Background: an optimization exercise with open tools, aiming at small area. Do not read the settings as production practice. Only simulation tests tie the RTL to the original design; equivalence was not proved. Power and IR drop assume default switching activity.

== rev 12 ==
==> flow/design.v (excerpt) <==
module sdb_pulse_block (
    input  wire        clk,
    input  wire        rst,
    input  wire        cmd_valid,
    input  wire [63:0] cmd,
    output wire [31:0] status,
    output wire [31:0] result,
    output wire [31:0] fault,
    output wire        bus_valid,
    output wire [1:0]  bus_op,
    output wire [15:0] bus_addr,
    output wire [7:0]  bus_wdata,
    input  wire        bus_done,
    input  wire        bus_err,
    input  wire [7:0]  bus_rdata,
    output wire        dly_valid,
    output wire [31:0] dly_ms,
    input  wire        dly_done,
    output wire [39:0] duty,
    output wire [3:0]  brake
);
Size: ~1400 cells after synthesis, ~250 flip-flops.
clock: 50.0 ns
lec_check: 0
abc_area: 1
cap_margin: 20
core_margin: 2
core_utilization: 40
cts_buf_list: sky130_fd_sc_hd__clkbuf_8
cts_cluster_diameter: 60
cts_cluster_size: 20
slew_margin: 20
standard.sh (not shown) runs the stock make flow with config.mk's settings and CLKGATE_MAP_FILE= SYNTH_SCRIPT=/design/flow/synth_recipe.tcl, a recipe that flattens the netlist after the stock synthesis.
==> flow/flow/run.sh <==
#!/bin/bash
# Own layout flow: the standard flow (standard.sh), with one change in synthesis:
# the technology-mapping ABC call uses flow/area.abc (deeper AIG optimisation and
# area-oriented mapping) instead of ORFS's abc script. Everything else, including
# every register and its cell type, is exactly the standard synthesis.
# Clock tree synthesis runs without dummy loads, and the port buffers are buf_1.
set -euo pipefail
W=$(pwd)
F="$W/flow"
{
  head -n 1 "$W/synth_recipe.tcl"
  cat <<TCL
proc abc {args} {
  set i [lsearch -exact \$args -script]
  if {\$i >= 0} { set args [lreplace \$args [expr {\$i + 1}] [expr {\$i + 1}] $F/area.abc] }
  yosys abc {*}\$args
}
TCL
  tail -n +2 "$W/synth_recipe.tcl"
} > "$W/own_synth.tcl"
bash "$W/standard.sh" "SYNTH_SCRIPT=$W/own_synth.tcl" \
  "CTS_ARGS=-sink_clustering_enable -repair_clock_nets -buf_list sky130_fd_sc_hd__clkbuf_8 -sink_clustering_size 18 -sink_clustering_max_diameter 70 -dont_use_dummy_load" \
  "BUFFER_PORTS_ARGS=-buffer_cell sky130_fd_sc_hd__buf_1" \
  finish > "$W/standard_flow.log" 2>&1
==> flow/flow/area.abc <==
strash
ifraig
dc2
&get -n
&deepsyn -T 60
&put
dch -f
amap -m
topo
Rev 12 reached the final stage; the timing, design-rule and antenna checks on its layout passed.
[inputs] rev 13 vs rev 12
diff --git a/flow/flow/run.sh b/flow/flow/run.sh
--- a/flow/flow/run.sh
+++ b/flow/flow/run.sh
@@ -20,5 +20,5 @@
 } > "$W/own_synth.tcl"
 bash "$W/standard.sh" "SYNTH_SCRIPT=$W/own_synth.tcl" \
-  "CTS_ARGS=-sink_clustering_enable -repair_clock_nets -buf_list sky130_fd_sc_hd__clkbuf_8 -sink_clustering_size 18 -sink_clustering_max_diameter 70 -dont_use_dummy_load" \
+  "CTS_ARGS=-sink_clustering_enable -repair_clock_nets -buf_list sky130_fd_sc_hd__clkbuf_8 -sink_clustering_size 20 -sink_clustering_max_diameter 60 -dont_use_dummy_load" \
   "BUFFER_PORTS_ARGS=-buffer_cell sky130_fd_sc_hd__buf_1" \
   finish > "$W/standard_flow.log" 2>&1
==> notes.md <==
Of the two values seen for master of the slowest instance on the critical path, edfxtp_1 was produced by rev 12 and a2111oi_1 by rev 13. Taking rev 12 as the reference, in rev 13 areal power density over the cells grew by 1.2%; non-clock buffer count held; count of clock-buffer cells in the layout grew by 3.

---

sdb_pulse_block, a different RTL version from the one above (not shown whole).
Size: ~1,800 cells after synthesis, ~260 flip-flops, ~280 I/O pins, roughly 0.013 mm2 of cells after synthesis.
clock: 50.0 ns
lec_check: 0
abc_area: 1
cap_margin: 20
core_margin: 2
core_utilization: 40
cts_buf_list: sky130_fd_sc_hd__clkbuf_4
cts_cluster_diameter: 40
cts_cluster_size: 10
slew_margin: 20
run.sh (not shown) runs the stock make flow with config.mk's settings and CLKGATE_MAP_FILE= SYNTH_SCRIPT=/design/flow/synth_recipe.tcl, a recipe that flattens the netlist after the stock synthesis.
Stock flow here: none of the scripts above is used.
Next try:
==> flow/flow/run.sh (new file) <==
#!/bin/bash
# Own layout flow: the standard flow (standard.sh), with one change in synthesis:
# the technology-mapping ABC call uses flow/area.abc (deeper AIG optimisation and
# area-oriented mapping) instead of ORFS's abc script. Everything else, including
# every register and its cell type, is exactly the standard synthesis.
# Clock tree synthesis runs without dummy loads, and the port buffers are buf_1.
set -euo pipefail
W=$(pwd)
F="$W/flow"
{
  head -n 1 "$W/synth_recipe.tcl"
  cat <<TCL
proc abc {args} {
  set i [lsearch -exact \$args -script]
  if {\$i >= 0} { set args [lreplace \$args [expr {\$i + 1}] [expr {\$i + 1}] $F/area.abc] }
  yosys abc {*}\$args
}
TCL
  tail -n +2 "$W/synth_recipe.tcl"
} > "$W/own_synth.tcl"
bash "$W/standard.sh" "SYNTH_SCRIPT=$W/own_synth.tcl" \
  "CTS_ARGS=-sink_clustering_enable -repair_clock_nets -buf_list sky130_fd_sc_hd__clkbuf_8 -sink_clustering_size 20 -sink_clustering_max_diameter 60 -dont_use_dummy_load" \
  "BUFFER_PORTS_ARGS=-buffer_cell sky130_fd_sc_hd__buf_1" \
  finish > "$W/standard_flow.log" 2>&1
==> flow/flow/area.abc (new file) <==
strash
ifraig
dc2
&get -n
&deepsyn -T 60
&put
dch -f
amap -m
topo
==> flow/standard.sh (new file) <==
#!/bin/bash
# synth_recipe.tcl (not shown) runs the flow's synth.tcl, then flattens the netlist and writes it again
# the make line also repeats each setting of config.mk as NAME=value (left out here)
make -C /OpenROAD-flow-scripts/flow DESIGN_CONFIG=/design/flow/config.mk WORK_HOME=/design/flow/orfs CLKGATE_MAP_FILE= SYNTH_SCRIPT=/design/flow/synth_recipe.tcl "${@:-finish}"
Settings changed: CTS_BUF_LIST sky130_fd_sc_hd__clkbuf_4 to sky130_fd_sc_hd__clkbuf_8, CTS_CLUSTER_DIAMETER 40 to 60, CTS_CLUSTER_SIZE 10 to 20.
removed: flow/run.sh
Effect: Cell count falls by about 20%; area after synthesis drops by about 12%; routed wire length goes down by about 13%; total power shrinks by 19%.

## port drivers added, routing unchanged
The flow's constraints put no driver on any port. The routed layouts listed below were extracted and timed again, unchanged, in two steps.
Step 1: set_driving_cell puts a clkbuf_16 on clk and a buf_2 on each other input, an assumption about the parent block.
Step 2, shift: input delay + t, output delay - t, t = (earliest + latest rising clock arrival at the registers) / 2. This alone moves slack from input paths to output paths.
Slacks: ideal ports / drivers / drivers and shift; pairs: ideal ports / drivers.
| run | t (ns) | slack for setup (ns) | worst slew at a driven data input, ns |
|---|---|---|---|
| rev 12 | 0.556 | 35.895 / 35.851 / 35.451 | 0.06 |
| rev 13 | 0.578 | 35.836 / 35.793 / 35.471 | 0.06 |
| the first run of note 2 | 0.721 | 35.803 / 35.752 / 36.081 | 0.05 |
| the second run of note 2 | 0.571 | 35.864 / 35.840 / 35.316 | 0.07 |
After both steps setup and hold are still met in every run listed. The setup slack of the second run of note 2, which loses most, moves by -0.024 ns with the drivers and by -0.548 ns with both steps.
